This design comes from an exercise in tuning for small area on the open sky130 flow, not from production work. Where RTL was checked, it was by simulation tests only, not by an equivalence proof against the original. Function not checked in run 6: the RTL went through the layout flow alone. No activity file was given, so power comes from the tool's default toggle rates.

[flow/design.v]
module ccsds_rx (
    input  wire        clk,
    input  wire        rst,             
    input  wire        in_valid,
    input  wire [7:0]  in_byte,
    input  wire        in_kind,         
    input  wire [8:0]  in_blen,         
    output reg         out_valid,
    output reg  [7:0]  out_byte,
    output reg         out_vc,          
    output reg         done,
    output wire [1:0]  status,          
    output wire        frame_kind,
    output wire [8:0]  frame_len,
    output wire [7:0]  data_len,
    output wire [15:0] ecf,
    output wire        bp_type,
    output wire [6:0]  bp_apid,
    output wire        bp_ecf_flag,
    output wire [3:0]  tf_tfvn,
    output wire [15:0] tf_scid,
    output wire        tf_sdid,
    output wire [5:0]  tf_vcid,
    output wire [3:0]  tf_mapid,
    output wire        tf_end_flag,
    output wire        tf_bypass,
    output wire        tf_command,
    output wire        tf_ocf,
    output wire [2:0]  tf_vc_length,
    output wire [2:0]  tf_constr_rule,
    output wire [4:0]  tf_protocol_id
);
    reg         in_frame;
    reg         kind;
    reg  [8:0]  q;              
    reg  [8:0]  flen;           
    reg  [8:0]  blen;           
    reg         lenerr;
    reg         miss;           
    reg  [1:0]  ph;             
    reg  [15:0] crc;
    reg  [7:0]  h0, h1, h2, h3; 
    reg  [5:0]  h6;             
    reg  [7:0]  hdf;            
    localparam [1:0] PH_BODY = 2'd0, PH_T2 = 2'd1, PH_AFTER = 2'd2;
    wire acc  = in_valid && in_frame;
    wire p0   = (q == 9'd1);
    wire p1   = (q == 9'd2);
    wire p3   = (q == 9'd4);
    wire p4   = (q == 9'd5);
    wire p5   = (q == 9'd6);
    wire p6   = (q == 9'd7);
    wire early = (q[8:2] == 7'd0) && q[1:0] != 2'd3;    
    wire trunc = h3[0];                       
    wire bp_e  = h3[7];                       
    wire [2:0] v = h6[2:0];
    wire [8:0]  qi   = q + 9'd1;
    wire        t1   = (qi == flen) && !early && ph == PH_BODY;    
    wire        t2   = (ph == PH_T2);                               
    wire        le   = kind && trunc;
    wire        sel_lo = le ? t1 : t2;
    wire [7:0]  d    = (sel_lo ? crc[7:0] : crc[15:8]) ^ in_byte;
    wire [7:0]  t    = {d[7:4], d[3:0] ^ d[7:4]};
    wire [15:0] crc_next = {crc[7:0], 8'h00} ^ {t[3:0], 12'h000} ^ {3'b000, t, 5'b00000} ^ {8'h00, t};
    wire [7:0] b = in_byte;
    wire [3:0] vq = 4'd8 + {1'b0, v};        
    wire [2:0] vx     = p6 ? b[2:0] : v;
    wire [8:0] dsub   = !kind ? {6'd0, bp_e, !bp_e, 1'b0} : trunc ? 9'd7 : 9'd10 + {6'd0, vx};
    wire [9:0] dl     = {1'b0, flen} - {1'b0, dsub};
    wire       dl_borrow = dl[9];
    reg last, lerr_now, pay, vc;
    always @(*) begin
        last = 1'b0; lerr_now = 1'b0; pay = 1'b0; vc = 1'b0;
        if (p0 ? !in_kind : !kind) begin
            if (p1) begin
                if (b[6:0] < {4'd0, b[7], !b[7], 1'b0} || b[6:0] == 7'd2)
                    last = 1'b1;
                if (b[6:0] < {4'd0, b[7], !b[7], 1'b0})
                    lerr_now = 1'b1;
            end
            if (t2) last = 1'b1;
            pay = !early && !(bp_e && (t1 || t2));
        end else begin
            if (p0 ? (in_blen == 9'd1) : (q == blen)) last = 1'b1;
            if (p0 && in_blen[8:2] == 7'd0) lerr_now = 1'b1;
            if (p3 && (blen[8:3] == 6'd0 && blen[2:0] != 3'd7)) lerr_now = 1'b1;
            if (p3 && b[0] && blen[8] && blen[7:0] != 8'd0) lerr_now = 1'b1;
            if (p4 && !trunc && b[7:1] != 7'd0) lerr_now = 1'b1;
            if (p5 && !trunc && flen[8] && b != 8'd0) lerr_now = 1'b1;
            if (p6 && !trunc && (dl_borrow || flen > blen)) lerr_now = 1'b1;
            if (trunc) begin
                pay = (q[8:3] != 6'd0 || q[2:0] > 3'd5) && ph == PH_BODY && !t1;
            end else if (q[8:3] != 6'd0) begin
                vc  = q[8:4] == 5'd0 && q[3:0] < vq;
                pay = vc || ((q[8:4] != 5'd0 || q[3:0] > vq) && ph == PH_BODY && !t1);
            end
        end
    end
    wire hdr_sh = p0 || p1 || ((p0 ? in_kind : kind) && (q[8:2] == 7'd0 || p3));
    wire df_here = kind && (trunc ? p4 : (q[8:4] == 5'd0 && q[3:0] == vq && q[3]));
    always @(posedge clk) begin
        if (rst) begin
            ph        <= 2'd0;
            in_frame  <= 1'b0;
            out_valid <= 1'b0;
            done      <= 1'b0;
        end else begin
            out_valid <= acc && pay && !lenerr;
            done      <= acc && last;
            if (in_valid && !in_frame) begin
                if (b == 8'h1D && ph == 2'd3) begin
                    in_frame <= 1'b1;
                    ph       <= PH_BODY;
                end else if ((b == 8'hCF && ph == 2'd1) || (b == 8'hFC && ph == 2'd2))
                    ph <= ph + 2'd1;
                else if (b == 8'h1A)
                    ph <= 2'd1;
                else
                    ph <= 2'd0;
            end
            if (acc) begin
                if (t1 || (p1 && !kind && b[6:0] == 7'd3))
                    ph <= PH_T2;
                if (t2)
                    ph <= PH_AFTER;
                if (last) begin
                    in_frame <= 1'b0;
                    ph       <= 2'd0;
                end
            end
        end
        out_byte <= in_byte;
        out_vc   <= vc;
        if (!in_frame) begin
            q      <= 9'd1;
            lenerr <= 1'b0;
            miss   <= 1'b0;
            crc    <= 16'h0000;
        end else if (in_valid) begin
            q <= qi;
            if (p0) begin
                kind <= in_kind;
                blen <= in_blen;
                flen <= in_blen;
            end
            if (hdr_sh) begin
                h3 <= b; h2 <= h3; h1 <= h2; h0 <= h1;
            end
            if (p1 && !kind)
                flen <= {2'b00, b[6:0]};
            if (p4 && kind && !trunc)
                flen[8] <= b[0];
            if (p5 && kind && !trunc)
                flen[7:0] <= b;
            if (p6) h6 <= {b[7:6], b[3:0]};
            if (df_here) hdf <= b;
            if (lerr_now) lenerr <= 1'b1;
            if (ph == PH_BODY && !t1)
                crc <= crc_next;
            if ((t1 || t2) && d != 8'h00)
                miss <= 1'b1;
        end
    end
    wire check = kind || bp_e;
    assign status     = {!lenerr && check && miss, lenerr};
    assign frame_kind = kind;
    assign frame_len  = flen;
    assign ecf        = crc;
    assign data_len   = dl[7:0];
    assign bp_type        = h2[7];
    assign bp_apid        = h2[6:0];
    assign bp_ecf_flag    = h3[7];
    assign tf_tfvn        = h0[7:4];
    assign tf_scid        = {h0[3:0], h1, h2[7:4]};
    assign tf_sdid        = h2[3];
    assign tf_vcid        = {h2[2:0], h3[7:5]};
    assign tf_mapid       = h3[4:1];
    assign tf_end_flag    = h3[0];
    assign tf_bypass      = h6[5];
    assign tf_command     = h6[4];
    assign tf_ocf         = h6[3];
    assign tf_vc_length   = h6[2:0];
    assign tf_constr_rule = hdf[7:5];
    assign tf_protocol_id = hdf[4:0];
endmodule
[flow/flow/run.sh]
#!/bin/bash
# Standard layout with these changes: synthesis maps adders with the rest of the
# logic through an area-oriented ABC script (flow/abc.script); the port buffers
# are made of the smallest buffer cell; the clock tree uses clkbuf_8 and no
# dummy loads.
set -euo pipefail
W=$(pwd)
rm -rf "$W/scripts_abc"
cp -r "$FLOW_HOME/scripts" "$W/scripts_abc"
cp "$W/flow/abc.script" "$W/scripts_abc/abc_speed.script"
bash standard.sh SCRIPTS_DIR="$W/scripts_abc" ADDER_MAP_FILE= synth > synth.log 2>&1
bash standard.sh BUFFER_PORTS_ARGS="-buffer_cell sky130_fd_sc_hd__buf_1" \
    CTS_ARGS="-sink_clustering_enable -repair_clock_nets -root_buf sky130_fd_sc_hd__clkbuf_8 -buf_list sky130_fd_sc_hd__clkbuf_4 -dont_use_dummy_load" \
    finish > layout.log 2>&1
[flow/flow/abc.script]
strash
&get -n
&deepsyn -J 100
&dch -f
&nf -R 1000
&put
topo
[flow/standard.sh]
#!/bin/bash
# synth_recipe.tcl (not shown) runs the flow's synth.tcl, then flattens the netlist and writes it again
# the make line also repeats each setting of config.mk as NAME=value (left out here)
make -C /OpenROAD-flow-scripts/flow DESIGN_CONFIG=/design/flow/config.mk WORK_HOME=/design/flow/orfs CLKGATE_MAP_FILE= SYNTH_SCRIPT=/design/flow/synth_recipe.tcl "${@:-finish}"
[flow/config.mk]
export PLATFORM = sky130hd
export DESIGN_NAME = ccsds_rx
export DESIGN_NICKNAME = ccsds_rx
export VERILOG_FILES = /design/flow/design.v
export SDC_FILE = /design/flow/constraint.sdc
export NUM_CORES = 4
export LEC_CHECK = 0
export CAP_MARGIN = 20
export CORE_MARGIN = 2
export CORE_UTILIZATION = 40
export SLEW_MARGIN = 20
[flow/constraint.sdc]
create_clock -name core_clock -period 6.0 [get_ports {clk}]
set_input_delay 1.2000 -clock core_clock [delete_from_list [all_inputs] [get_ports {clk}]]
set_output_delay 1.2000 -clock core_clock [all_outputs]
set_load 0.01 [all_outputs]
==> run summary, run 1 <==
Status:
- The run finished with no timing, DRC or antenna violations.

Logic synthesis:
- In this run, synthesis inferred 65 flip-flops with an integrated enable.
- Synthesis produced a netlist with a net count of roughly 460.
- For this run, the register share of the synthesized area comes to 57.4%.
- After synthesis, the cell types taking the most area are sky130_fd_sc_hd__edfxtp_1 (40%), sky130_fd_sc_hd__dfxtp_1 (17%), sky130_fd_sc_hd__xnor2_1 (4.9%).
- Averaged over all synthesized cells, the footprint is 10.9 um^2.
- In the synthesized netlist, the number of instances is 443.
- The largest total area in the synthesized netlist belongs to sky130_fd_sc_hd__edfxtp_1.
- For this run, the number of Yosys warnings is 1.
- The most common flop cell mapped by yosys is sky130_fd_sc_hd__edfxtp_1.
- Summed over its instances, the top area cell type makes up a little over 40% of the synthesized netlist area.
- The distinct cell type count after synthesis is slightly below 50.
- The register bit count reported by yosys is between 100 and 150.
- The share of async-settable or async-resettable flops after synthesis is 0%.
- After synthesis the cells add up to 0.00483 mm^2.

Pwr:
- The worst IR drop on VDD is 0.117 mV.
- In this run the power density over the cells is 209 mW/mm^2.
- The analysis attributes to cell leakage a power of 1.87 nW.

Timing:
- Adding up every negative setup slack in the final design gives 0 ns.
- The setup-violating endpoint count in the final report is 0.
- The final period demand of the worst path is ~5.6 ns.
- The relative slew slack is 39.3%.
- The final count of hold timing violations is 0.
- Once routing completed, OpenROAD measured the worst setup slack at 0.439 ns.
- The number of max-slew violations in the final report came to 0.
- Setup repair after global routing left no endpoint under its margin.
- After layout, the worst path uses 92.7% of the clock period.
- The transition time of the tightest slew-check pin is 0.909 ns.
- The maximum clock frequency is 180 MHz.
- The clock arrives with 0.0340 ns of skew.

Clock tree:
- Clock-pin slew was measured on the worst setup and hold paths at around 0.11 ns.
- The number of buffers inserted by hold repair at cts is 0.
- Buffers inserted during clock tree synthesis total 9.
- After clock tree synthesis, the setup repair step added 0 buffers.
- At the later pin of the worst-skew pair, clock insertion delay measures about 0.37 ns.
- The clock tree synthesis step divided the H-tree into 3 levels.
- The clock root buffer master is sky130_fd_sc_hd__clkbuf_8.
- The clock net in this run drives a total of 106 sinks.
- TritonCTS built the clock tree.
- Post-CTS repair changed the size of 0 cells.
- The number of buffers between clock root and the deepest sink is 2.

Setup path:
- Along the worst path, the maximum fanout reaches 12.
- The path type of the worst setup path is flip-flop to output pin.
- Data arrives at the worst endpoint at 4.36 ns.
- The capturing element type of the critical path is an output pin.
- The required time reported for the critical path endpoint is 4.80 ns.
- STA classifies the critical path startpoint as a flip-flop.

Cells and area:
- The layout has 1159 filler cells.
- The finished cells cover between 0.005 and 0.006 mm^2.
- Once layout is complete, the cells apart from fillers number 718.
- Leaving out fill and tap cells, the most frequent cells in the layout are sky130_fd_sc_hd__buf_1 (122), sky130_fd_sc_hd__edfxtp_1 (65), sky130_fd_sc_hd__dfxtp_1 (41).
- The library cell used most frequently in the layout, excluding fill and tap cells, is sky130_fd_sc_hd__buf_1.
- From synthesis to final layout, the design area changed by 15.7%.
- The share of post-route cells with drive strength above 1 is 3.50%.
- The repair_antennas step left the layout with diodes totalling 0.
- For this run, the post-layout net count is 594.

GRT:
- The global-route wire length before repair is between 15 and 20 mm.
- Global routing consumed, over all layers together, 19.6% of the routing resources.
- The initial antenna violation count is 0.
- The total overflow reported by the global router is 0.
- The via count of the first global-routing pass is 3647.
- The pin count of the biggest net entering global routing is 33.

Hold path:
- The type of the tightest min-delay check is flip-flop to flip-flop.

Place:
- The cell area after placement is 0.00546 mm^2.
- The post-placement worst setup slack is 0.571 ns.
- The cell count after placement is approximately 710.
- Input and output buffers added on the ports amount to 122.
- The sum of net half-perimeters after detailed placement is 9.48 mm.
- Routability-driven placement finished with a final weighted congestion of around 0.9.

Routing:
- The number of DRC markers in iteration 0 is ~290.
- The routed length per placed instance is 17.8 um.
- In the routed layout, each cell is associated on average with a via count of 5.53.
- Wires add up to 12.8 mm.
- The number of vias after detailed routing is 3969.
- In this run the remaining antenna-violating nets after routing total 0.
- In the routed design, unresolved DRC markers number 0.
- The length of the first detailed-routing pass in iterations is 4.

Floorplanning:
- The total core area is 0.0119 mm^2.
- The starting utilization of the core area is between 40% and 50%.
- The area of the die is 0.0130 mm^2.
- The chip height is 114 um.
- The count of boundary I/O pins is 123.
- The count of standard-cell rows is 40.
- The die width is 114 um.

Flow run:
- The tool flagged a number of max-cap violations equal to 0.
cells by family after synthesis:
kind of cell	synth area share, %
DFF	57.4
AOI/OAI and AO/OA	13.9
adders and majority gates	0.621
muxes	2.90
xor gates and xnor gates	7.25
buffers and inverters	2.95
and+or+nand+nor	15.0
layer usage:
layer	track usage [%]	up-vias	wire length [um]
met2	31.1	167	5970
met1	26.6	1892	5750
met4	7.48	0	297
met3	4.09	23	758
met5	0	-	0
li1	-	1887	-
final timing paths:
path	startpoint	cells past startpoint	slack, ns	end
hold / removal	h3[3]	0	0.44	h2[3]
hold reg to reg	h3[3]	0	0.44	h2[3]
setup / recovery	q[0]	18	0.44	data_len[7]
setup reg to reg	q[0]	20	1.20	lenerr
where the power goes:
group          switching, mW  internal (mW)
clock                  0.213          0.135
sequential           0.00175          0.771
combinational         0.0333         0.0164
synth_stat cells (all sizes together) (2+ instances only):
master / n
nor4: 5
a21o: 3
o21bai: 2
and3: 8
xnor2: 27
nor3: 13
edfxtp: 65
nand4: 6
nor2b: 15
nor2: 29
a22oi: 9
nand3: 12
dfxtp: 41
and2: 3
nand4b: 2
or2: 2
mux2: 8
a31oi: 3
clkinv: 18
mux2i: 5
o2111ai: 2
a21oi: 24
nand2b: 3
maj3: 3
a211oi: 4
or3: 4
a22o: 4
nand2: 39
nor3b: 3
buf: 10
o21ai: 35
o22ai: 6
xor2: 13
o311ai: 2
worst max-delay path, cell delays in order (launching register included):
cell and delay [ns]:
sky130_fd_sc_hd__dfxtp_1 0.55, sky130_fd_sc_hd__and3_1 0.38, sky130_fd_sc_hd__and2_1 0.26, sky130_fd_sc_hd__nand2_1 0.10, sky130_fd_sc_hd__and2_0 0.18, sky130_fd_sc_hd__o21ai_0 0.13
sky130_fd_sc_hd__o21ai_0 0.14, sky130_fd_sc_hd__xnor2_1 0.26, sky130_fd_sc_hd__nor2_1 0.07, sky130_fd_sc_hd__o21bai_1 0.19, sky130_fd_sc_hd__maj3_1 0.41, sky130_fd_sc_hd__xnor2_1 0.17
sky130_fd_sc_hd__nand2b_1 0.09, sky130_fd_sc_hd__nand2_1 0.08, sky130_fd_sc_hd__nand2_1 0.08, sky130_fd_sc_hd__o21ai_0 0.18, sky130_fd_sc_hd__or3_1 0.41, sky130_fd_sc_hd__xnor2_1 0.15
sky130_fd_sc_hd__buf_1 0.16
area by class of cell:
type,instances,area (um^2),area share (%)
tap,147,184,3.29
inverter,18,67.6,1.21
clock buffer,9,124,2.21
timing repair buffer,129,510,9.13
sequential,106,2770,49.6
multi-input combinational,309,1930,34.6
state kept, by name, indices dropped and copies added, names as in the netlist:
signal	flops
crc	16
blen	9
flen	9
q	9
h0	8
h1	8
h2	8
h3	8
hdf	8
out_byte	8
h6	6
ph	2
done	1
in_frame	1
kind	1
lenerr	1
miss	1
out_valid	1
out_vc	1
through the flow:
step	total power, mW	utilization [%]	hold WS [ns]
6_report	1.17	47.0	0.436
5_1_grt	1.21	47.0	0.445
3_3_place_gp	0.838	45.8	0.427
3_5_place_dp	0.839	45.8	0.431
2_1_floorplan	0.810	-	0.434
4_1_cts	1.18	46.9	0.434
==> run 2, diff against run 1 <==
--- a/flow/flow/run.sh
+++ b/flow/flow/run.sh
@@ -10,5 +10,5 @@
 cp "$W/flow/abc.script" "$W/scripts_abc/abc_speed.script"
 bash standard.sh SCRIPTS_DIR="$W/scripts_abc" ADDER_MAP_FILE= synth > synth.log 2>&1
 bash standard.sh BUFFER_PORTS_ARGS="-buffer_cell sky130_fd_sc_hd__buf_1" \
-    CTS_ARGS="-sink_clustering_enable -repair_clock_nets -root_buf sky130_fd_sc_hd__clkbuf_8 -buf_list sky130_fd_sc_hd__clkbuf_4 -dont_use_dummy_load" \
+    CTS_ARGS="-sink_clustering_enable -repair_clock_nets -buf_list sky130_fd_sc_hd__clkbuf_8 -sink_clustering_size 40 -sink_clustering_max_diameter 300 -dont_use_dummy_load" \
     finish > layout.log 2>&1
==> run summary, run 2 <==
Clock tree:
- The H-tree was split into 3 levels.
- TritonCTS built the clock tree.
- The clock edge transition at the registers on the reported setup and hold paths is 0.11 ns.
- The number of setup buffers added after CTS is 0.
- In this run the deepest clock path goes through 2 buffers.
- The clock root buffer master is sky130_fd_sc_hd__clkbuf_8.
- After clock tree synthesis, the flow added hold-fix buffers numbering 0.
- The later pin in the worst-skew pair is clocked with a latency of 0.37 ns.
- CTS saw roughly 110 sinks.
- The number of CTS-inserted buffers is 9.
- The number of gates resized after cts is 0.

Cells and area:
- The final-layout fill cell count is 1159.
- Ranked by flip-flop count, first place goes to crc.
- The number of antenna diodes in the final layout is 0.
- The library cell used most frequently in the layout, excluding fill and tap cells, is sky130_fd_sc_hd__buf_1.
- The number of nets in the finished design is 594.
- The flip-flop count of the largest register after layout is 16.
- From synthesis to final layout, the design area changed by 15.7%.
- The top cell types in the final layout, fill and taps aside, are sky130_fd_sc_hd__buf_1 (122), sky130_fd_sc_hd__edfxtp_1 (65), sky130_fd_sc_hd__dfxtp_1 (41).
- The post-route netlist has 3.50% of its cells at a drive strength greater than 1.

Routing:
- After detailed routing, the number of remaining DRC violations is 0.
- The routed length per placed instance is 17.8 um.
- Summed over all layers, the routed wires come to around 13 mm.
- The detailed router placed about 4000 vias in this run.
- Using the TritonRoute via totals, the vias-per-cell ratio works out to 5.53.
- Once detail routing completed, the nets flagged for antenna violations numbered 0.
- For this run, the detailed router's first-pass iteration total came to 4.
- The detailed router finished its first iteration with approximately 290 violations.

Flow run:
- The tool flagged a number of max-cap violations equal to 0.

GRT:
- The initial antenna violation count is 0.
- The via count of the first global-routing pass is ~3600.
- The total overflow reported by the global router is 0.
- The pin count of the biggest net entering global routing is 33.
- The first global-routing pass estimated approximately 19 mm of wire.
- For this run, the total global-route usage over all layers was measured as 19.6%.

Logic synthesis:
- After synthesis the cells add up to 0.00483 mm^2.
- Sorting the synthesized cells by how often they occur yields sky130_fd_sc_hd__edfxtp_1 (65), sky130_fd_sc_hd__dfxtp_1 (41), sky130_fd_sc_hd__nand2_1 (39).
- The most common flop cell mapped by yosys is sky130_fd_sc_hd__edfxtp_1.
- The number of enable-type register cells in the synthesized netlist is 65.
- By area the synthesized netlist is led by sky130_fd_sc_hd__edfxtp_1 (40%), sky130_fd_sc_hd__dfxtp_1 (17%), sky130_fd_sc_hd__xnor2_1 (4.9%).
- Yosys mapped the design onto 49 distinct sky130hd cell types.
- In this run the mean area of a mapped cell was 10.9 um^2.
- Summing the sequential cell areas from Yosys gives 57.4% of the chip area.
- The cell type with the highest aggregate area in the netlist is sky130_fd_sc_hd__edfxtp_1.
- In the post-synthesis netlist, the cell with the most instances is sky130_fd_sc_hd__edfxtp_1.
- Of the post-synthesis cell area, the dominant cell type holds 40.4%.
- The cell count after synthesis is 443.
- After synthesis, the share of flip-flops with an asynchronous set or reset is 0%.
- The number of warnings issued by yosys is 1.
- The synthesized netlist net count is 464.
- The register bit count reported by yosys is 106.

Floorplanning:
- The core region is 0.0119 mm^2.
- The die width is 114 um.
- The starting utilization of the core area is 40.6%.
- The die covers approximately 0.013 mm^2.
- The count of standard-cell rows is 40.
- The chip height is 114 um.
- During I/O placement, the number of pins put on the boundary was 123.

Pwr:
- The static leakage is 1.87 nW.
- For this design the ratio of total power to cell area is about 210 mW/mm^2.
- Sequential cells burn 66.0% of the power.
- The worst IR drop on VDD is 0.117 mV.
- The share of power burned in combinational logic is about 4.2%.
- The fraction of power spent switching nets is 21.2%.
- The clock network burns between 20% and 30% of the power.
- Total power for the finished layout comes to 1.17 mW.
- The cell-internal power is 0.923 mW.
- For this design the total switching power over the nets is 0.248 mW.

Hold path:
- The worst hold path passes through 0 cells.
- The worst hold path terminates at h2[3].
- The startpoint identified for the worst hold timing path is h3[3].
- The path class of the tightest hold or removal check is flip-flop to flip-flop.

Timing:
- The worst path uses around 93% of the clock period.
- The final total negative setup slack is 0 ns.
- The number of max-slew violations in the final report is 0.
- The setup-violating endpoint count in the final report is 0.
- In this run the tightest slew margin relative to its limit is 39.3%.
- For the pin with the worst max-slew slack, the measured transition is 0.909 ns.
- The final period demand of the worst path is 5.56 ns.
- Setup repair after global routing left no endpoint under its margin.
- The maximum clock frequency is 180 MHz.
- The final count of hold timing violations is 0.
- The worst clock skew on the final layout is 0.0340 ns.

Setup path:
- The worst register-to-register path begins at q[0].
- For the worst setup path, the data required time is 4.80 ns.
- STA classifies the critical path startpoint as a flip-flop.
- The critical path launch point is q[0].
- The worst register-to-register path ends at lenerr.
- For the worst setup path, the data arrival time is 4.36 ns.
- Of all nets on the critical path, the largest fanout is 12.
- The capturing element type of the critical path is an output pin.
- The setup slack of the worst register-to-register path is 1.20 ns.
- The critical path is of the flip-flop to output pin type.
- Measured in cells, the most critical reg-to-reg path has a length of 20.

Status:
- The run finished with no timing, DRC or antenna violations.

Place:
- The global placement routability congestion is between 0.9 and 1.
- The count of port buffers added during placement is roughly 120.
- Detailed placement ended at an HPWL of between 9 and 10 mm.
## run 2: layout make-up
| cell class | instances | area (um^2) | share of cell area, % |
|---|---|---|---|
| Multi-Input combinational cell | 309 | 1930 | 34.6 |
| Tap cell | 147 | 184 | 3.29 |
| Sequential cell | 106 | 2770 | 49.6 |
| Timing Repair Buffer | 129 | 510 | 9.13 |
| Clock buffer | 9 | 124 | 2.21 |
| Inverter | 18 | 67.6 | 1.21 |
## run 2: metal layers
metal | share of wire [%] | global-route usage, % | vias up
met5 | 0 | 0 | -
met4 | 2.3 | 7.48 | 0
met3 | 5.9 | 4.09 | 23
met2 | 47 | 31.1 | 167
met1 | 45 | 26.6 | 1892
li1 | - | - | 1887
## run 2: how the worst max path moves through the flow
stage / to / slack [ns] / depth (start not counted)
2_1_floorplan: data_len[7] / 1.22 / 15
3_3_place_gp: data_len[7] / 0.69 / 17
3_5_place_dp: data_len[7] / 0.57 / 17
4_1_cts: data_len[7] / 0.18 / 20
5_1_grt: data_len[7] / 0.05 / 18
6_report: data_len[7] / 0.44 / 18
## run 2: worst max-delay path, stage by stage (launching register included)
cell                       delay, ns
sky130_fd_sc_hd__dfxtp_1        0.55
sky130_fd_sc_hd__and3_1         0.38
sky130_fd_sc_hd__and2_1         0.26
sky130_fd_sc_hd__nand2_1        0.10
sky130_fd_sc_hd__and2_0         0.18
sky130_fd_sc_hd__o21ai_0        0.13
sky130_fd_sc_hd__o21ai_0        0.14
sky130_fd_sc_hd__xnor2_1        0.26
sky130_fd_sc_hd__nor2_1         0.07
sky130_fd_sc_hd__o21bai_1       0.19
sky130_fd_sc_hd__maj3_1         0.41
sky130_fd_sc_hd__xnor2_1        0.17
sky130_fd_sc_hd__nand2b_1       0.09
sky130_fd_sc_hd__nand2_1        0.08
sky130_fd_sc_hd__nand2_1        0.08
sky130_fd_sc_hd__o21ai_0        0.18
sky130_fd_sc_hd__or3_1          0.41
sky130_fd_sc_hd__xnor2_1        0.15
sky130_fd_sc_hd__buf_1          0.16
## run 2: through the flow
step / utilization, % / std cells / setup slack, ns / hold slack (ns) / cell area, um^2
after floorplan: - / 443 / 1.22 / 0.434 / 4830
after global placement: 45.8 / 709 / 0.689 / 0.427 / 5460
after detailed placement: 45.8 / 709 / 0.571 / 0.431 / 5460
after CTS: 46.9 / 718 / 0.182 / 0.434 / 5580
after global routing: 47.0 / 718 / 0.0456 / 0.445 / 5590
final: 47.0 / 718 / 0.439 / 0.436 / 5590
## run 2: logic make-up (layout without fill, tap and decap cells)
logic type | Yosys count | in the layout | synth area share (%)
multiplexers | 13 | 13 | 2.90
AO/OA/AOI/OAI | 107 | 107 | 13.9
buffers and inverters | 28 | 156 | 2.95
adder cells (fa/ha/maj) | 3 | 3 | 0.621
AND/OR/NAND/NOR | 146 | 146 | 15.0
flip-flops | 106 | 106 | 57.4
XOR/XNOR | 40 | 40 | 7.25
## run 2: power by group through the flow
stage	clock, mW	sequential, mW	combinational, mW
finish	0.349	0.773	0.0496
global route	0.387	0.773	0.0544
CTS	0.362	0.773	0.0497
detailed placement	0	0.789	0.0496
global placement	0	0.789	0.0491
floorplan	0	0.791	0.0193
==> run 3, diff against run 2 <==
--- a/flow/flow/run.sh
+++ b/flow/flow/run.sh
@@ -10,5 +10,5 @@
 cp "$W/flow/abc.script" "$W/scripts_abc/abc_speed.script"
 bash standard.sh SCRIPTS_DIR="$W/scripts_abc" ADDER_MAP_FILE= synth > synth.log 2>&1
 bash standard.sh BUFFER_PORTS_ARGS="-buffer_cell sky130_fd_sc_hd__buf_1" \
-    CTS_ARGS="-sink_clustering_enable -repair_clock_nets -buf_list sky130_fd_sc_hd__clkbuf_8 -sink_clustering_size 40 -sink_clustering_max_diameter 300 -dont_use_dummy_load" \
+    CTS_ARGS="-sink_clustering_enable -repair_clock_nets -buf_list sky130_fd_sc_hd__clkbuf_16 -sink_clustering_size 60 -sink_clustering_max_diameter 300 -dont_use_dummy_load" \
     finish > layout.log 2>&1
==> run summary, run 3 <==
Place:
- Before CTS, the worst setup slack after placement is 0.571 ns.
- At the end of routability-driven placement, the weighted congestion stood at 0.903.
- During placement, the flow inserted port buffers numbering ~120.
- The cell count after placement is 709.
- The sum of net half-perimeters after detailed placement is 9.48 mm.
- The cell area after placement is about 0.0055 mm^2.

Clock tree:
- The H-tree was split into 3 levels.
- The longest clock path from root to sink contains 2 buffers.
- The number of gates resized after cts is 0.
- In this run, post-CTS hold repair placed 0 buffers.
- The clock root buffer master is sky130_fd_sc_hd__clkbuf_16.
- The TritonCTS sink count is 106.
- The number of clock buffers added by TritonCTS is 9.
- After clock tree synthesis, the clock-pin slew on the worst setup and hold paths is roughly 0.080 ns.
- At the later pin of the worst-skew pair, clock insertion delay measures 0.35 ns.
- The clock tree from TritonCTS is built.
- Once the clock tree was built, the setup fixing pass inserted 0 buffers.

Routing:
- In the routed layout, each cell is associated on average with a via count of around 5.6.
- The number of vias after detailed routing is 3988.
- The routed length per placed instance is 17.8 um.
- The first TritonRoute pass finished after 4 iterations.
- The met3 wire length is 756 um.
- The highest metal layer with signal wires is met4.
- In the final routing, the length of wire on met1 measures 5.83 mm.
- The first routing iteration left 288 violations.
- The total wirelength of the detailed-routed design is 12.8 mm.
- Summed over all nets, wire length on met2 after detailed routing comes to just under 6 mm.
- The remaining number of nets flagged by the antenna check after routing is 0.
- After detailed routing, the number of remaining DRC violations is 0.

Floorplanning:
- The floorplan has 40 rows.
- The starting utilization of the core area is 40.6%.
- Pin placement for this block handled approximately 120 I/O pins.
- The area of the die is 0.0130 mm^2.
- The die width is 114 um.
- The chip height is 114 um.
- The total core area is 0.0119 mm^2.

Setup path:
- Data on the critical path is required at its endpoint by 4.80 ns.
- The worst-path cell with the longest stage delay is sky130_fd_sc_hd__dfxtp_1.
- The capturing element type of the critical path is an output pin.
- The path type of the worst setup path is flip-flop to output pin.
- Along the worst path, the maximum fanout reaches 12.
- STA classifies the critical path startpoint as a flip-flop.
- The maximum single-stage delay on the critical path is 0.56 ns.
- At the worst endpoint, the arrival time is approximately 4.4 ns.
- The signal on the critical path passes through and3_1 > and2_1 > nand2_1 > and2_0 > o21ai_0 > o21ai_0 > xnor2_1 > nor2_1 > o21bai_1 > maj3_1 > xnor2_1 > nand2b_1 > nand2_1 > nand2_1 > o21ai_0 > or3_1 > xnor2_1 > buf_1.

Timing:
- The portion of the clock cycle consumed by the worst path in the final layout is 92.5%.
- The transition time of the tightest slew-check pin is 0.913 ns.
- The setup-violating endpoint count in the final report is 0.
- Measured against its own limit, the worst slew margin works out to 39.0%.
- Derived from the worst setup path, the maximum achievable clock frequency is 180 MHz.
- Once routing completed, OpenROAD measured the worst setup slack at 0.448 ns.
- The worst clock skew on the final layout is 0.0214 ns.
- The final count of hold timing violations is 0.
- The final total negative setup slack is 0 ns.
- Setup repair after global routing left no endpoint under its margin.
- Subtracting the final worst setup slack from the clock period gives 5.55 ns.
- The number of max-slew violations in the final report is 0.

Cells and area:
- The finished layout holds 718 standard cells, fillers aside.
- The largest register by flop count is crc.
- The final-layout fill cell count is around 1100.
- The area taken by flip-flops and latches is 0.00277 mm^2.
- The library cell used most frequently in the layout, excluding fill and tap cells, is sky130_fd_sc_hd__buf_1.
- The register with the most flip-flops in the layout has 16 of them.
- The area of combinational cells with multiple inputs is 0.00193 mm^2.
- The area growth from synthesis to layout is 17.8%.
- The number of antenna repair diodes is 0.
- The share of post-route cells with drive strength above 1 is 3.50%.
- The number of nets in the finished design is 594.
- The cell area after layout is 0.00569 mm^2.
- Leaving out fill and tap cells, the most frequent cells in the layout are sky130_fd_sc_hd__buf_1 (122), sky130_fd_sc_hd__edfxtp_1 (65), sky130_fd_sc_hd__dfxtp_1 (41).

Logic synthesis:
- The share of async-settable or async-resettable flops after synthesis is 0%.
- After synthesis, flip-flops and latches occupy 57.4% of the total area.
- A synthesized cell averages 10.9 um^2.
- The share of Yosys cell area claimed by the top area cell type is 40.4%.
- The number of warnings issued by yosys is 1.
- The most common flop cell mapped by yosys is sky130_fd_sc_hd__edfxtp_1.
- After synthesis, the netlist uses 49 different library cells.
- Summed over all instances, the cell type with the most area after synthesis is sky130_fd_sc_hd__edfxtp_1.
- Sorting the synthesized cells by how often they occur yields sky130_fd_sc_hd__edfxtp_1 (65), sky130_fd_sc_hd__dfxtp_1 (41), sky130_fd_sc_hd__nand2_1 (39).
- The library cell with the highest instance count after synthesis is sky130_fd_sc_hd__edfxtp_1.
- In this run the cell area of the synthesized design comes to a little under 0.005 mm^2.
- The cell count after synthesis is 443.
- The register bit count reported by yosys is 106.
- Yosys attributes the largest share of cell area to sky130_fd_sc_hd__edfxtp_1 (40%), sky130_fd_sc_hd__dfxtp_1 (17%), sky130_fd_sc_hd__xnor2_1 (4.9%).
- Synthesis produced a netlist with a net count of 464.
- The number of enable-type register cells in the synthesized netlist is 65.

GRT:
- The initial antenna violation count is 0.
- The pin count of the biggest net entering global routing is 33.
- The total global-route track usage is 19.6%.
- The via count of the first global-routing pass is 3666.
- Global routing finished with a remaining overflow of 0.
- The global-route wire length before repair is 19.5 mm.

Status:
- The run finished with no timing, DRC or antenna violations.

Pwr:
- The static leakage is 1.92 nW.
- The ratio of total power to cell area is 232 mW/mm^2.
- The worst IR drop on VDD is 0.133 mV.

Hold path:
- The type of the tightest min-delay check is flip-flop to flip-flop.

Flow run:
- The count of maximum capacitance violations is 0.
-- run 3: final timing paths --
kind	cells past startpoint	slack, ns	end	from
setup / recovery	18	0.45	data_len[7]	q[0]
hold / removal	0	0.44	h2[3]	h3[3]
setup reg to reg	20	1.20	lenerr	q[0]
hold reg to reg	0	0.44	h2[3]	h3[3]
-- run 3: kinds of logic after synthesis --
kind of cell / count (synthesis) / share of synthesized area [%]
multiplexers: 13 / 2.90
adder cells (fa/ha/maj): 3 / 0.621
AND/OR/NAND/NOR: 146 / 15.0
flip-flops: 106 / 57.4
buffers and inverters: 28 / 2.95
XOR/XNOR: 40 / 7.25
AO/OA/AOI/OAI: 107 / 13.9
-- run 3: where the power goes --
| group | switching [mW] | leakage (nW) | internal (mW) |
|---|---|---|---|
| Combinational | 0.0336 | 0.889 | 0.0164 |
| Sequential | 0.00179 | 0.917 | 0.772 |
| Clock | 0.231 | 0.111 | 0.265 |
| Total | 0.266 | 1.92 | 1.05 |
-- run 3: worst max-delay path: cells and delay by family, from the launching register on --
| family | cells | cell delay, ns |
|---|---|---|
| buf+inv | 1 | 0.16 |
| flops | 1 | 0.56 |
| fa+ha+maj | 1 | 0.41 |
| compound gates | 4 | 0.64 |
| xor+xnor | 3 | 0.58 |
| simple gates | 9 | 1.67 |
-- run 3: area by class of cell --
| cell class | instances | share of cell area (%) |
|---|---|---|
| clock buffer | 9 | 3.96 |
| inverter | 18 | 1.19 |
| timing repair buffer | 129 | 8.97 |
| tap | 147 | 3.23 |
| sequential | 106 | 48.7 |
| multi-input combinational | 309 | 34.0 |
-- run 3: metrics by stage --
step           util [%]  hold WS (ns)  power [mW]
3_5_place_dp       45.8         0.431       0.839
4_1_cts            47.7         0.436        1.33
6_report           47.8         0.438        1.32
2_1_floorplan         -         0.434       0.810
3_3_place_gp       45.8         0.427       0.838
5_1_grt            47.8         0.448        1.36
-- run 3: per-layer routing --
metal	up-vias	track usage [%]
met5	-	0
met4	0	7.89
met3	20	4.14
met2	163	31.0
met1	1917	26.5
li1	1888	-
==> run 4, diff against run 3 <==
--- a/flow/design.v
+++ b/flow/design.v
@@ -55,7 +55,7 @@
     wire bp_e  = h3[7];                       
     wire [2:0] v = h6[2:0];
     wire [8:0]  qi   = q + 9'd1;
-    wire        t1   = (qi == flen) && !early && ph == PH_BODY;    
+    wire        t1   = (qi == flen) && !early && !(p5 && kind && !trunc) && ph == PH_BODY;
     wire        t2   = (ph == PH_T2);                               
     wire        le   = kind && trunc;
     wire        sel_lo = le ? t1 : t2;
--- a/flow/flow/run.sh
+++ b/flow/flow/run.sh
@@ -10,5 +10,5 @@
 cp "$W/flow/abc.script" "$W/scripts_abc/abc_speed.script"
 bash standard.sh SCRIPTS_DIR="$W/scripts_abc" ADDER_MAP_FILE= synth > synth.log 2>&1
 bash standard.sh BUFFER_PORTS_ARGS="-buffer_cell sky130_fd_sc_hd__buf_1" \
-    CTS_ARGS="-sink_clustering_enable -repair_clock_nets -buf_list sky130_fd_sc_hd__clkbuf_16 -sink_clustering_size 60 -sink_clustering_max_diameter 300 -dont_use_dummy_load" \
+    CTS_ARGS="-sink_clustering_enable -repair_clock_nets -buf_list sky130_fd_sc_hd__clkbuf_8 -dont_use_dummy_load" \
     finish > layout.log 2>&1
==> flow/flow/abc.script (replaced) <==
strash
&get -n
&deepsyn -J 100
&dch -f
&nf -R 1000 -F 8 -A 4 -a
&put
topo
==> run summary, run 4 <==
GRT:
- The via count of the first global-routing pass came to around 3600.
- The global-route wire length before repair is 19.8 mm.
- The total overflow left after global routing is 0.
- The initial antenna violation count is 0.
- For this run, the total global-route usage over all layers was measured as 20.3%.
- The pin count of the biggest net entering global routing is 33.

Logic synthesis:
- The number of warnings issued by yosys is 1.
- Synthesis inferred around 110 register bits.
- The library cell with the highest instance count after synthesis is sky130_fd_sc_hd__edfxtp_1.
- The synthesized design devotes to its leading area cell type 40.6% of total area.
- The synthesized design spends more area on one cell type than any other, namely sky130_fd_sc_hd__edfxtp_1.
- The most common flop cell mapped by yosys is sky130_fd_sc_hd__edfxtp_1.
- Synthesis handed over a netlist of 440 instances.
- The average size of a mapped cell is about 11 um^2.
- The summed instance area of the synthesized netlist is 0.00481 mm^2.
- In the synthesized netlist, the cells that appear most often are sky130_fd_sc_hd__edfxtp_1 (65), sky130_fd_sc_hd__dfxtp_1 (41), sky130_fd_sc_hd__nor2_1 (39).
- The share of the Yosys chip area taken by registers is 57.6%.
- The number of enable-type register cells in the synthesized netlist is 65.
- The synthesized netlist net count is 461.
- The distinct cell type count after synthesis is 46.
- In the synthesized netlist the async set-or-reset flop fraction comes to 0%.
- Ranked by total cell area, the synthesized netlist is headed by sky130_fd_sc_hd__edfxtp_1 (41%), sky130_fd_sc_hd__dfxtp_1 (17%), sky130_fd_sc_hd__xnor2_1 (4.7%).

Timing:
- The number of max-slew violations in the final report is 0.
- The post-layout worst setup margin is 0.493 ns.
- Setup repair after global routing left no endpoint under its margin.
- The maximum clock frequency is 182 MHz.
- The final count of hold timing violations is 0.
- For the final database, setup skew stands at 0.0510 ns.
- In this run the tightest slew margin relative to its limit is a little under a third.
- For the pin with the worst max-slew slack, the measured transition is 1.04 ns.
- The portion of the clock cycle consumed by the worst path in the final layout is between 90% and 100%.
- Setup violations remaining at the end of the flow were counted as 0.
- The final period demand of the worst path is 5.51 ns.
- For the final routed database, the setup TNS stands at 0 ns.

Floorplanning:
- The total core area is ~0.012 mm^2.
- The die covers 0.0129 mm^2.
- In this run the horizontal extent of the chip is 114 um.
- The starting utilization of the core area is 40.6%.
- The count of boundary I/O pins is 123.
- The chip height is 114 um.
- Row generation in the floorplan step produced 40 rows.

Place:
- The global placement routability congestion is 0.939.
- The cell area after placement is about 0.0054 mm^2.
- The cell count after placement is 705.
- Detailed placement finished with a half-perimeter wire length of between 9 and 10 mm.
- At the placement stage, the worst setup path has a slack of 0.593 ns.
- Port buffering added 122 buffers.

Cells and area:
- The number of antenna diodes in the final layout is 0.
- The area growth from synthesis to layout is 15.5%.
- Leaving out filler cells and counting taps, the final layout contains 714.
- The cell area after layout is about 0.0056 mm^2.
- In the layout the commonest cells are sky130_fd_sc_hd__buf_1 (122), sky130_fd_sc_hd__edfxtp_1 (65), sky130_fd_sc_hd__dfxtp_1 (41).
- The final-layout fill cell count is about 1100.
- The share of post-route cells with drive strength above 1 is 3.00%.
- The library cell used most frequently in the layout, excluding fill and tap cells, is sky130_fd_sc_hd__buf_1.
- The flip-flop count of the largest register after layout is 16.
- The number of nets in the finished design is 590.
- The largest register by flop count is crc.
- The area taken by flip-flops and latches is ~0.0028 mm^2.
- The share of the core filled with cells in the final layout is between 40% and 50%.
- The area of combinational cells with multiple inputs is 0.00191 mm^2.

Routing:
- The routed length per placed instance is around 18 um.
- The final layout contains routed wiring with a total length of about 13 mm.
- In this run the remaining antenna-violating nets after routing total 0.
- In the routed layout, each cell is associated on average with a via count of 5.42.
- The number of DRC markers in iteration 0 is 316.
- The number of vias after detailed routing is about 3900.
- The post-detailed-route DRC marker count is 0.
- Before antenna repair, the detailed router went through 5 iterations.

Pwr:
- IR analysis of the VDD net gives a maximum drop of 0.101 mV.
- The static leakage is around 1.9 nW.
- Power spread over the standard cell area amounts to 211 mW/mm^2.

Setup path:
- The path type of the worst setup path is flip-flop to output pin.
- The largest fanout on the critical path is 9.
- The worst setup path is captured at an output pin.
- For the worst setup path, the data required time is about 4.8 ns.
- The arrival time reported for the critical path endpoint is 4.31 ns.
- The kind of start point of the critical path is a flip-flop.

Flow run:
- The tool flagged a number of max-cap violations equal to 0.

Clock tree:
- The number of buffers between clock root and the deepest sink is 2.
- Post-CTS timing repair inserted 0 buffers for setup.
- Clock latency on the worst-skew pair, taken at its later pin, is 0.40 ns.
- Once the clock tree was built, the resizer swapped 0 gates to a different size.
- Hold repair after CTS inserted 0 buffers.
- Clock-pin slew was measured on the worst setup and hold paths at 0.12 ns.
- Clock tree synthesis inserted a total of 9 buffers.
- TritonCTS built the clock tree.
- CTS saw 106 sinks.
- The clock root buffer master is sky130_fd_sc_hd__clkbuf_8.
- The H-tree was split into 3 levels.

Hold path:
- The type of the tightest min-delay check is flip-flop to flip-flop.

Status:
- The run finished with no timing, DRC or antenna violations.
[run 4: final timing paths]
path / slack [ns] / endpoint / from / cells after the start
max: 0.49 / data_len[7] / q[7] / 15
min: 0.45 / h1[0] / h2[0] / 0
max reg2reg: 1.43 / miss / q[0] / 15
min reg2reg: 0.45 / h1[0] / h2[0] / 0
[run 4: power by group]
group	switching [mW]	total, mW	internal [mW]	leakage [nW]
sequential	0.00175	0.773	0.771	0.918
combinational	0.0335	0.0504	0.0169	0.889
clock	0.215	0.350	0.135	0.0647
total	0.250	1.17	0.923	1.87
[run 4: layer usage]
metal	global-route usage, %	vias up	part of all wire [%]
met5	0	-	0
met4	7.64	0	2.2
met3	4.09	22	6.5
met1	29.6	1802	48
met2	30.1	168	43
li1	-	1881	-
[run 4: layout make-up]
type | count | share of cell area [%]
multi-input combinational | 306 | 34.3
sequential | 106 | 49.9
timing repair buffer | 128 | 9.05
inverter | 18 | 1.22
tap | 147 | 3.31
clock buffer | 9 | 2.23
[run 4: cells by family after synthesis]
family	Yosys count	share of synthesized area, %
compound gates	103	13.6
xor+xnor	37	6.73
fa+ha+maj	5	1.04
buf+inv	28	2.96
flops	106	57.6
mux	13	2.89
simple gates	148	15.2
[run 4: stage by stage]
step / power, mW / hold WS, ns
after floorplan: 0.811 / 0.419
after global routing: 1.22 / 0.467
after global placement: 0.840 / 0.428
after CTS: 1.19 / 0.453
final: 1.17 / 0.450
after detailed placement: 0.841 / 0.431
[run 4: worst max-delay path, cell delays in order, from the launching register on]
cell                      delay (ns)
sky130_fd_sc_hd__dfxtp_1        0.38
sky130_fd_sc_hd__nor3_1         0.21
sky130_fd_sc_hd__nand2_1        0.13
sky130_fd_sc_hd__nor2_1         0.27
sky130_fd_sc_hd__and3_1         0.27
sky130_fd_sc_hd__nand2_1        0.07
sky130_fd_sc_hd__a31oi_1        0.25
sky130_fd_sc_hd__xnor2_1        0.18
sky130_fd_sc_hd__nor2_1         0.07
sky130_fd_sc_hd__a21o_1         0.18
sky130_fd_sc_hd__maj3_1         0.39
sky130_fd_sc_hd__maj3_1         0.40
sky130_fd_sc_hd__maj3_1         0.43
sky130_fd_sc_hd__or3_1          0.39
sky130_fd_sc_hd__xnor2_1        0.15
sky130_fd_sc_hd__buf_1          0.17
==> run 5, diff against run 4 <==
==> flow/flow/abc.script (replaced) <==
strash
&get -n
&deepsyn -T 30
&dch -f
&nf -R 1000
&put
topo
==> run summary, run 5 <==
Floorplanning:
- The starting utilization of the core area is 40.6%.
- The die covers 0.0129 mm^2.
- The total core area is 0.0119 mm^2.
- The floorplan step set the die width to 114 um.
- From bottom edge to top edge, the die measures ~110 um.
- The count of boundary I/O pins is 123.
- The count of standard-cell rows is 40.

Cells and area:
- The register with the most flip-flops in the final layout is crc.
- From synthesis to final layout, the design area changed by 15.6%.
- Summing all non-filler instances in the final layout gives an area of 0.00557 mm^2.
- In the layout the commonest cells are sky130_fd_sc_hd__buf_1 (122), sky130_fd_sc_hd__edfxtp_1 (65), sky130_fd_sc_hd__nand2_1 (47).
- The register with the most flip-flops in the layout has 16 of them.
- Of the cells placed in the final design, the portion with a size suffix greater than 1 is 3.18%.
- The most common cell after layout, fill and taps aside is sky130_fd_sc_hd__buf_1.
- After the last flow step, the layout net total stands at 589.
- The number of antenna repair diodes is 0.

Clock tree:
- The tree built by TritonCTS fans out to 106 sinks.
- For the worst-skew pair, the clock arrives at the later sink with an insertion delay of 0.40 ns.
- TritonCTS built the clock tree.
- The clock edge transition at the registers on the reported setup and hold paths is 0.11 ns.
- The clock root buffer master is sky130_fd_sc_hd__clkbuf_8.
- The number of clock buffers added by TritonCTS is 9.
- The H-tree generated during clock tree synthesis spans 3 levels.
- Once the clock tree was built, the setup fixing pass inserted 0 buffers.
- Gates resized during post-CTS repair numbered 0.
- In this run the deepest clock path goes through 2 buffers.
- For this design, the CTS-stage hold fixing added 0 buffers.

Timing:
- The setup-violating endpoint count in the final report is 0.
- Headroom to the max-slew limit came out at 37.6%.
- For the pin with the worst max-slew slack, the measured transition is approximately 0.93 ns.
- The final total negative setup slack is 0 ns.
- The number of max-slew violations in the final report is 0.
- The routed design could run at a clock period as short as 5.30 ns.
- The final count of hold timing violations is 0.
- Across the routed clock network, the largest skew measured is 0.0415 ns.
- Setup repair after global routing left no endpoint under its margin.
- Timing would allow up to around 190 MHz.
- In the finished design, the share of the clock period the worst path needs comes to between 80% and 90%.

Logic synthesis:
- The share of async-settable or async-resettable flops after synthesis is 0%.
- The most common flop cell mapped by yosys is sky130_fd_sc_hd__edfxtp_1.
- The share of Yosys cell area claimed by the top area cell type is about two fifths.
- In this run, distinct cell masters in the synthesized netlist total 45.
- The synthesized design spends more area on one cell type than any other, namely sky130_fd_sc_hd__edfxtp_1.
- In this run, synthesis inferred 65 flip-flops with an integrated enable.
- Ranked by total cell area, the synthesized netlist is headed by sky130_fd_sc_hd__edfxtp_1 (40%), sky130_fd_sc_hd__dfxtp_1 (17%), sky130_fd_sc_hd__xnor2_1 (5.5%).
- Among all cell types in the netlist, the one instantiated most often is sky130_fd_sc_hd__edfxtp_1.
- Counting every instance in the synthesized netlist gives 441.
- For this run, the register share of the synthesized area comes to 57.5%.
- The number of nets in the synthesized netlist is 462.
- The number of warnings issued by yosys is 1.
- After synthesis, the mean cell area works out to roughly 11 um^2.
- After synthesis the netlist holds a flip-flop and latch count of around 110.
- In the synthesized netlist, the cells that appear most often are sky130_fd_sc_hd__edfxtp_1 (65), sky130_fd_sc_hd__nand2_1 (47), sky130_fd_sc_hd__dfxtp_1 (41).
- The synthesized netlist occupies a cell area of 0.00482 mm^2.

Pwr:
- The static leakage is 1.82 nW.
- The worst IR drop on VDD is 0.141 mV.
- In this run the power density over the cells is 212 mW/mm^2.

Place:
- Summed over all nets, the half-perimeter wirelength after detailed placement is between 9 and 10 mm.
- Summing all placed instances gives a cell area of ~0.0054 mm^2.
- The count of port buffers added during placement is 122.
- The global placement routability congestion is 0.878.

GRT:
- The total overflow reported by the global router is 0.
- The via count of the first global-routing pass came to 3655.
- The first global-routing pass estimated 20.1 mm of wire.
- The pin count of the biggest net entering global routing is 33.
- The initial antenna violation count was 0.
- In the global route stage, overall resource usage came out at 20.3%.

Routing:
- Across all layers, the routed design uses between 3000 and 4000 vias.
- Dividing the detail-routed wire length by the instance count gives 17.7 um.
- The number of DRC markers in iteration 0 is approximately 320.
- The mean number of vias per cell is 5.38.
- The length of the first detailed-routing pass in iterations is 4.
- Summed over all layers, the routed wires come to 12.6 mm.
- The remaining number of nets flagged by the antenna check after routing is 0.
- For this run, design rule violations remaining after detail routing come to 0.

Flow run:
- The count of maximum capacitance violations is 0.

Setup path:
- Of all nets on the critical path, the largest fanout is 7.
- The capturing element type of the critical path is an output pin.
- STA classifies the critical path startpoint as a flip-flop.
- The arrival time reported for the critical path endpoint is 4.10 ns.
- The critical path in this run is classified as flip-flop to output pin.
- The required time reported for the critical path endpoint is about 4.8 ns.

Status:
- The flow ran to the end and the layout has no timing, DRC or antenna violations.

Hold path:
- The tightest min-delay check is of the flip-flop to flip-flop type.
[run 5: cell types whose count changed after synthesis, sizes merged, moves of 4 or more]
cell,before,now
nand2,37,47
o22ai,7,2
xnor2,26,30
xor2,11,15
[run 5: kinds of logic after synthesis]
kind of cell	synth area share, %
buffers and inverters	2.73
muxes	2.67
AOI/OAI and AO/OA	12.3
DFF	57.5
and+or+nand+nor	15.6
adders and majority gates	1.04
xor gates and xnor gates	8.18
[run 5: layout make-up]
type                    count  area (um^2)
clock buffers               9          124
fillers                  1125         6290
inverters                  15         56.3
multi-input cells         310         1940
flip-flops and latches    106         2770
well taps                 147          184
repair buffers            126          488
[run 5: power breakdown]
group | internal [mW] | switching, mW | total, mW
Sequential | 0.771 | 0.00154 | 0.772
Clock | 0.135 | 0.223 | 0.359
Combinational | 0.0155 | 0.0320 | 0.0474
[run 5: metrics by stage]
stage | power, mW | utilization [%] | worst slack (ns) | cells | hold slack, ns
6_report | 1.18 | 47.0 | 0.703 | 713 | 0.454
5_1_grt | 1.22 | 47.0 | 0.373 | 713 | 0.471
4_1_cts | 1.19 | 46.9 | 0.725 | 713 | 0.462
3_5_place_dp | 0.837 | 45.9 | 1.10 | 704 | 0.439
3_3_place_gp | 0.837 | 45.8 | 1.20 | 704 | 0.429
2_1_floorplan | 0.810 | - | 1.73 | 441 | 0.436
[run 5: critical path, cell delays in order, from the launching register on]
cell and delay, ns:
sky130_fd_sc_hd__dfxtp_1 0.39, sky130_fd_sc_hd__nor3_1 0.21, sky130_fd_sc_hd__nand2_1 0.16, sky130_fd_sc_hd__nor2_1 0.31, sky130_fd_sc_hd__nand2_1 0.20, sky130_fd_sc_hd__and3_1 0.23
sky130_fd_sc_hd__a31oi_1 0.23, sky130_fd_sc_hd__o31ai_1 0.12, sky130_fd_sc_hd__o31a_1 0.28, sky130_fd_sc_hd__xnor2_1 0.14, sky130_fd_sc_hd__a21oi_1 0.19, sky130_fd_sc_hd__o21ai_0 0.22
sky130_fd_sc_hd__maj3_1 0.46, sky130_fd_sc_hd__nor3_1 0.26, sky130_fd_sc_hd__xnor2_1 0.15, sky130_fd_sc_hd__buf_1 0.16
[run 5: worst paths after layout]
path	start	endpoint	slack (ns)	cells past startpoint
setup / recovery	q[6]	data_len[7]	0.70	15
hold / removal	h1[1]	h0[1]	0.45	0
setup reg to reg	q[0]	crc[7]	1.81	15
hold reg to reg	h1[1]	h0[1]	0.45	0
[run 5: layer usage]
metal / global-route usage, % / wire length (um) / vias to the layer above
met1: 28.3 / 5950 / 1819
li1: - / - / 1870
met3: 5.53 / 826 / 14
met5: 0 / 0 / -
met2: 31.5 / 5700 / 135
met4: 5.85 / 155 / 0
==> run 6, diff against run 5 <==
--- a/flow/design.v
+++ b/flow/design.v
@@ -55,11 +55,11 @@
     wire bp_e  = h3[7];                       
     wire [2:0] v = h6[2:0];
     wire [8:0]  qi   = q + 9'd1;
-    wire        t1   = (qi == flen) && !early && !(p5 && kind && !trunc) && ph == PH_BODY;
+    wire        t1   = (qi == flen) && !early && ph == PH_BODY;    
     wire        t2   = (ph == PH_T2);                               
     wire        le   = kind && trunc;
     wire        sel_lo = le ? t1 : t2;
-    wire [7:0]  d    = (sel_lo ? crc[7:0] : crc[15:8]) ^ in_byte;
+    wire [7:0]  d    = in_frame ? (sel_lo ? crc[7:0] : crc[15:8]) ^ in_byte : 8'h00;
     wire [7:0]  t    = {d[7:4], d[3:0] ^ d[7:4]};
     wire [15:0] crc_next = {crc[7:0], 8'h00} ^ {t[3:0], 12'h000} ^ {3'b000, t, 5'b00000} ^ {8'h00, t};
     wire [7:0] b = in_byte;
@@ -82,8 +82,7 @@
             pay = !early && !(bp_e && (t1 || t2));
         end else begin
             if (p0 ? (in_blen == 9'd1) : (q == blen)) last = 1'b1;
-            if (p0 && in_blen[8:2] == 7'd0) lerr_now = 1'b1;
-            if (p3 && (blen[8:3] == 6'd0 && blen[2:0] != 3'd7)) lerr_now = 1'b1;
+            if (p0 && in_blen[8:3] == 6'd0 && in_blen[2:0] != 3'd7) lerr_now = 1'b1;
             if (p3 && b[0] && blen[8] && blen[7:0] != 8'd0) lerr_now = 1'b1;
             if (p4 && !trunc && b[7:1] != 7'd0) lerr_now = 1'b1;
             if (p5 && !trunc && flen[8] && b != 8'd0) lerr_now = 1'b1;
@@ -135,7 +134,7 @@
             q      <= 9'd1;
             lenerr <= 1'b0;
             miss   <= 1'b0;
-            crc    <= 16'h0000;
+            crc    <= crc_next;
         end else if (in_valid) begin
             q <= qi;
             if (p0) begin
==> run summary, run 6 <==
Logic synthesis:
- Counting flops with a built-in enable in the synthesized netlist gives 81.
- The number of warnings issued by yosys is 1.
- The share of async-settable or async-resettable flops after synthesis is 0%.
- Counting instances in the post-synthesis netlist gives the leading cell types as sky130_fd_sc_hd__edfxtp_1 (81), sky130_fd_sc_hd__nand2_1 (42), sky130_fd_sc_hd__nor2_1 (34).
- After synthesis, flip-flops and latches occupy 60.6% of the total area.
- Sorting the synthesized cells by area gives the leading types as sky130_fd_sc_hd__edfxtp_1 (50%), sky130_fd_sc_hd__dfxtp_1 (10%), sky130_fd_sc_hd__xnor2_1 (4.5%).
- The number of nets handed over by synthesis was 442.
- The synthesized netlist contains 45 unique library cells.
- The most common flop cell mapped by yosys is sky130_fd_sc_hd__edfxtp_1.
- sky130_fd_sc_hd__edfxtp_1 is the most common cell in the netlist.
- The cell type with the highest aggregate area in the netlist is sky130_fd_sc_hd__edfxtp_1.
- The summed instance area of the synthesized netlist is 0.00484 mm^2.
- In this run the mean area of a mapped cell was 11.5 um^2.
- The cell count after synthesis is roughly 420.
- The share of synthesized area in the top cell type comes to 50.3%.
- The register bit count reported by yosys is 106.

Pwr:
- VDD sags by at most 0.0924 mV.
- Per report_power, the combinational group accounts for 3.5% of the total.
- Of the total power, registers draw 66.6%.
- The ratio of total power to cell area is 211 mW/mm^2.
- The fraction of power spent switching nets is between 20% and 30%.
- The cell-internal power is 0.933 mW.
- The clock network burns 29.9% of the power.
- For this design the total switching power over the nets is 0.247 mW.
- The static leakage is 1.86 nW.

GRT:
- The total overflow reported by the global router is 0.
- The via count of the first global-routing pass was between 3000 and 4000.
- Entering global routing, the biggest net connects 33 pins.
- The initial antenna violation count is 0.
- Across every metal layer, demand over resource in global routing totals between 20% and 30%.
- The first global-routing pass estimated 20.0 mm of wire.

Setup path:
- In this run the critical register-to-register path is captured at lenerr.
- The number of cell instances on the worst register-to-register path is 19.
- Along the worst path, the maximum fanout reaches 12.
- The path type of the worst setup path is flip-flop to output pin.
- The setup slack of the worst register-to-register path is roughly 1.5 ns.
- STA classifies the critical path endpoint as an output pin.
- The launching point of the worst reg2reg path is q[2].
- The arrival time reported for the critical path endpoint is about 4.3 ns.
- STA classifies the critical path startpoint as a flip-flop.
- Data on the critical path is required at its endpoint by roughly 4.8 ns.

Routing:
- The length of the first detailed-routing pass in iterations is 5.
- The met3 wire length is 905 um.
- The routed length per placed instance is 18.6 um.
- The detailed router finished its first iteration with 434 violations.
- In the final routing, the length of wire on met1 measures about 5.9 mm.
- The final layout contains routed wiring with a total length of about 13 mm.
- Summed over all nets, wire length on met2 after detailed routing comes to 5.80 mm.
- After detailed routing, no signal wire sits above met4.
- In the routed design, unresolved DRC markers number 0.
- The mean number of vias per cell is 5.57.
- The detail route stage leaves a number of antenna-violating nets equal to 0.
- The routed layout has 3866 vias.

Clock tree:
- The number of setup buffers added after CTS is 0.
- The number of buffers inserted by hold repair at cts is 0.
- The TritonCTS sink count is between 100 and 150.
- The clock tree from TritonCTS is built.
- The tree is rooted in a sky130_fd_sc_hd__clkbuf_8.
- After clock tree synthesis, the clock-pin slew on the worst setup and hold paths is 0.11 ns.
- The number of H-tree levels is 3.
- For the worst-skew pair, the clock arrives at the later sink with an insertion delay of 0.38 ns.
- Counting along the longest clock path gives a buffer depth of 2.
- The number of CTS-inserted buffers is 9.
- Once the clock tree was built, the resizer swapped 0 gates to a different size.

Floorplanning:
- The chip height is about 110 um.
- The count of boundary I/O pins is roughly 120.
- The die width is 114 um.
- The floorplan step defined a die boundary enclosing about 0.013 mm^2.
- In this run the core area contains 40 standard-cell rows.
- The starting utilization of the core area is 40.6%.
- The total core area is between 0.01 and 0.015 mm^2.

Cells and area:
- The cell area after layout is 0.00558 mm^2.
- The share of the core filled with cells in the final layout is 46.9%.
- The largest register by flop count is crc.
- The flip-flop count of the largest register after layout is 16.
- Leaving out fill and tap cells, the most frequent cell in the layout is sky130_fd_sc_hd__buf_1.
- The share of post-route cells with drive strength above 1 is under 10%.
- The number of nets in the finished design is 570.
- The area growth from synthesis to layout is 15.4%.
- In the layout the commonest cells are sky130_fd_sc_hd__buf_1 (122), sky130_fd_sc_hd__edfxtp_1 (81), sky130_fd_sc_hd__nand2_1 (42).
- The number of antenna diodes in the final layout is 0.

Hold path:
- For hold timing, the worst endpoint is h2[4].
- The type of the tightest min-delay check is flip-flop to flip-flop.
- The startpoint of the most critical hold path is h3[4].
- The cell depth of the worst min-delay path is 0.

Timing:
- The portion of the clock cycle consumed by the worst path in the final layout is 91.6%.
- Derived from the worst setup path, the maximum achievable clock frequency is ~180 MHz.
- Setup violations remaining at the end of the flow were counted as 0.
- The transition time of the tightest slew-check pin is 0.878 ns.
- The worst hold-check slack is approximately 0.45 ns.
- In the post-route analysis, the smallest setup slack over all paths is around 0.50 ns.
- Across the routed clock network, the largest skew measured is ~0.028 ns.
- The number of max-slew violations in the final report came to 0.
- The final count of hold timing violations is 0.
- In this run the tightest slew margin relative to its limit is between 40% and 50%.
- Setup repair after global routing left no endpoint under its margin.
- The routed design could run at a clock period as short as 5.50 ns.
- After routing, the total negative slack on setup checks comes to 0 ns.

Flow run:
- Max-cap violations in this run came to 0.

Place:
- The global placement routability congestion is a little under 1.
- Once placement finished, the instance area stood at 0.00546 mm^2.
- The sum of net half-perimeters after detailed placement is 9.40 mm.
- The post-placement worst setup slack is roughly 0.9 ns.
- The count of buffers added on input and output ports is 122.

Status:
- The run finished with no timing, DRC or antenna violations.
run 6: cell types whose count changed after synthesis, sizes merged, moves of 4 or more:
cell / change
clkinv: +7
nand4: +4
nand2: -5
a211oi: +6
o22ai: +7
o21ai: -12
nor2b: -5
a22oi: -4
xnor2: -5
maj3: -4
edfxtp: +16
dfxtp: -16
run 6: layer usage:
metal  up-vias  GRT usage [%]
met4         0           8.78
met1      1816           28.5
li1       1819              -
met2       195           30.5
met3        36           3.93
met5         -              0
run 6: area by class of cell:
type / count / area, um^2
clock buffers: 9 / 124
fillers: 1112 / 6330
inverters: 22 / 82.6
multi-input cells: 283 / 1760
flip-flops and latches: 106 / 2930
well taps: 147 / 184
repair buffers: 127 / 495
run 6: critical path, stage by stage, from the launching register on:
cell and delay (ns):
sky130_fd_sc_hd__dfxtp_1 0.61, sky130_fd_sc_hd__clkinv_1 0.32, sky130_fd_sc_hd__nor2_1 0.36, sky130_fd_sc_hd__nand2_1 0.28, sky130_fd_sc_hd__o21ai_0 0.22, sky130_fd_sc_hd__a21oi_1 0.06
sky130_fd_sc_hd__a211oi_1 0.28, sky130_fd_sc_hd__xnor2_1 0.14, sky130_fd_sc_hd__nand2_1 0.08, sky130_fd_sc_hd__nand2_1 0.08, sky130_fd_sc_hd__nand2_1 0.07, sky130_fd_sc_hd__o21ai_0 0.12
sky130_fd_sc_hd__maj3_1 0.40, sky130_fd_sc_hd__nand2_1 0.08, sky130_fd_sc_hd__nand2_1 0.11, sky130_fd_sc_hd__or3_1 0.39, sky130_fd_sc_hd__xnor2_1 0.15, sky130_fd_sc_hd__buf_1 0.17
run 6: kinds of logic (layout without fill, tap and decap cells):
logic type,count (synthesis),after routing,share of synthesized area (%)
buf+inv,32,158,3.26
simple gates,139,139,13.6
mux,14,14,3.05
fa+ha+maj,1,1,0.207
compound gates,89,89,12.0
flops,106,106,60.6
xor+xnor,40,40,7.24
run 6: worst max path at each step:
stage,start,to,slack (ns),depth (start not counted)
floorplan,in_valid,h0[0],1.40,4
global placement,in_byte[1],data_len[7],0.93,17
detailed placement,in_byte[1],data_len[7],0.88,17
CTS,q[2],data_len[7],0.52,17
global route,q[2],data_len[7],0.09,17
finish,q[2],data_len[7],0.50,17
run 6: per-stage QoR:
step | total power [mW] | instances
2_1_floorplan | 0.817 | 421
3_3_place_gp | 0.843 | 685
3_5_place_dp | 0.844 | 685
4_1_cts | 1.19 | 694
5_1_grt | 1.22 | 694
6_report | 1.18 | 694
run 6: power by group through the flow:
stage                     sequential, mW  combinational [mW]  clock [mW]
after detailed placement           0.803              0.0409           0
final                              0.786              0.0411       0.353
after global routing               0.786              0.0447       0.387
after global placement             0.803              0.0405           0
after floorplan                    0.804              0.0130           0
after CTS                          0.786              0.0411       0.363

-- separate check: timing with driven ports --
How much do the figures lean on ideal ports? The routed layouts below were timed once more, with nothing changed but the port constraints.
Step 1 assumes that a clkbuf_16 drives the clock port and a buf_2 every other input.
Step 2 times the ports against the registers' clock, not the clock port: input delays grow and output delays shrink by t, the midpoint of the rising clock arrivals with the driver on.
a / b / c = ideal ports / drivers / drivers and shift; a / b = the first two.
run	shift t [ns]	slack for setup (ns)	worst setup path at the end	worst data-port slew with drivers (ns)
run 1	0.393	0.439 / 0.403 / 0.568	input to output	0.04
run 2	0.393	0.439 / 0.403 / 0.568	input to output	0.04
run 3	0.379	0.448 / 0.408 / 0.556	input to output	0.04
run 4	0.413	0.493 / 0.457 / 0.607	input to output	0.03
run 5	0.410	0.703 / 0.669 / 1.042	input to output	0.03
run 6	0.402	0.502 / 0.470 / 0.818	input to output	0.03
After both steps every run listed still meets setup and hold.
